Source: an optimization exercise on an open RTL-to-GDS flow (aim: small area, a short achievable clock period and few clock cycles). Production flows keep margins and buffers that such runs may drop. Only simulation tests tie the RTL to the original design; equivalence was not proved.

## birch
Design sbcodec, start of the top module:
module sbcodec (
    input  wire        clk,
    input  wire        rst,
    input  wire        reg_wr,
    input  wire [3:0]  reg_addr,
    input  wire [63:0] reg_wdata,
    output reg  [63:0] reg_rdata,
    output wire        busy,
    input  wire        in_valid,
    input  wire [7:0]  in_data,
    output wire        in_ready,
    output wire        out_valid,
    output wire [7:0]  out_data,
    input  wire        out_ready
);
==> flow/config.mk <==
export PLATFORM = sky130hd
export DESIGN_NAME = sbcodec
export DESIGN_NICKNAME = sbcodec
export VERILOG_FILES = /design/flow/design.v
export SDC_FILE = /design/flow/constraint.sdc
export NUM_CORES = 8
export LEC_CHECK = 0
export CAP_MARGIN = 20
export CORE_MARGIN = 2
export CORE_UTILIZATION = 50
export SLEW_MARGIN = 20
==> flow/constraint.sdc <==
create_clock -name core_clock -period 12.0 [get_ports {clk}]
set_input_delay 2.4000 -clock core_clock [delete_from_list [all_inputs] [get_ports {clk}]]
set_output_delay 2.4000 -clock core_clock [all_outputs]
set_load 0.01 [all_outputs]
standard.sh (not shown) runs the stock make flow with config.mk's settings and CLKGATE_MAP_FILE= SYNTH_SCRIPT=/design/flow/synth_recipe.tcl, a recipe that flattens the netlist after the stock synthesis.
==> flow/flow/run.sh <==
#!/bin/bash
# The standard layout (standard.sh: the standard synthesis, then ORFS
# floorplan to finish), with these settings changed on make's command line:
#  - BUFFER_PORTS_ARGS makes the port buffers plain buf_4 cells (the default
#    choice is a delay-type buffer);
#  - MATCH_CELL_FOOTPRINT=0 lets the resizer size cells across footprints;
#  - SETUP_SLACK_MARGIN=5.9 makes repair_timing aim for 5.9 ns of setup slack
#    at the design's 12 ns clock;
#  - POST_GLOBAL_ROUTE_TCL runs flow/post_grt.tcl at the end of global
#    routing: a repair_design pass with 25% slew and capacitance margins
#    after the timing repair, and incremental routing of what it changed.
# The clock, constraints and everything else are the standard flow's. make's
# full output goes to make_finish.log; ORFS keeps each step's log under orfs/logs.
set -euo pipefail
bash standard.sh MATCH_CELL_FOOTPRINT=0 SETUP_SLACK_MARGIN=5.9 \
    "BUFFER_PORTS_ARGS=-buffer_cell sky130_fd_sc_hd__buf_4" \
    "POST_GLOBAL_ROUTE_TCL=$PWD/flow/post_grt.tcl" finish > make_finish.log 2>&1
==> flow/flow/post_grt.tcl <==
# Hook run by ORFS at the end of global routing (POST_GLOBAL_ROUTE_TCL), after
# its own repair_design and repair_timing: repair_timing's moves can leave
# nets near their slew and capacitance limits, which the extracted parasitics
# of the final layout then exceed. Repair them again with a margin, then
# route the changed nets incrementally, as ORFS does after its repairs.
puts "post global route: repair_design with margins"
log_cmd repair_design -slew_margin 25 -cap_margin 25 -verbose
log_cmd global_route -start_incremental
log_cmd detailed_placement
log_cmd global_route -end_incremental \
  -congestion_report_file $::env(REPORTS_DIR)/congestion_post_hook.rpt
log_cmd estimate_parasitics -global_routing
The final layout from birch, which completed every stage, passed the timing, DRC and antenna checks at the end of the flow.
Testbench counts of birch, summed over its fixed seeds: cycles 28,537.
Inputs modified between birch and oak:
Settings: a change of CORE_UTILIZATION from 50 to 40.
diff --git a/flow/flow/run.sh b/flow/flow/run.sh
--- a/flow/flow/run.sh
+++ b/flow/flow/run.sh
@@ -7 +7 @@
-#  - SETUP_SLACK_MARGIN=5.9 makes repair_timing aim for 5.9 ns of setup slack
+#  - SETUP_SLACK_MARGIN=5.6 makes repair_timing aim for 5.6 ns of setup slack
@@ -15 +15 @@
-bash standard.sh MATCH_CELL_FOOTPRINT=0 SETUP_SLACK_MARGIN=5.9 \
+bash standard.sh MATCH_CELL_FOOTPRINT=0 SETUP_SLACK_MARGIN=5.6 \
==> run notes <==
Min required time of the critical path across oak and birch: oak. Per the comparison of oak with birch, clock-buffer cell count saw a decrease; global-route usage saw a decrease. Estimated wirelength of the detail-placed design for oak is higher than for birch. On oak: detailed-route wire length on metal 1 is 5.2% higher than what birch gave. Higher via count of the first global-routing pass goes to birch over oak. Placeable core area was lower in birch than in oak.

[re-timing with driven ports]
The results above use ideal ports. As a check the final layouts listed here were re-extracted and re-timed, cells and wires unchanged.
Step 1 sets driving cells, clkbuf_16 on the clock port and buf_2 on the other inputs (assumed; they add their load-dependent delay and slew).
Step 2 times the ports against the registers' clock, not the clock port: input delays grow and output delays shrink by t, the midpoint of the rising clock arrivals with the driver on.
a / b / c = ideal / step 1 / step 2; a / b = the first two.
run | t (ns) | slack for setup (ns) | worst hold slack (ns) | worst register clock-pin slew, ns | pins driven straight from the clock port
birch | 0.890 | 5.627 / 5.167 / 4.808 | 0.462 / 0.462 / 0.462 | 0.07 / 0.07 | 1
oak | 0.896 | 5.408 / 5.028 / 4.776 | 0.468 / 0.468 / 0.468 | 0.07 / 0.07 | 1
After both steps setup and hold are still met in every run listed. The setup slack of birch, which loses most, moves by -0.460 ns with the drivers and by -0.819 ns with both steps.
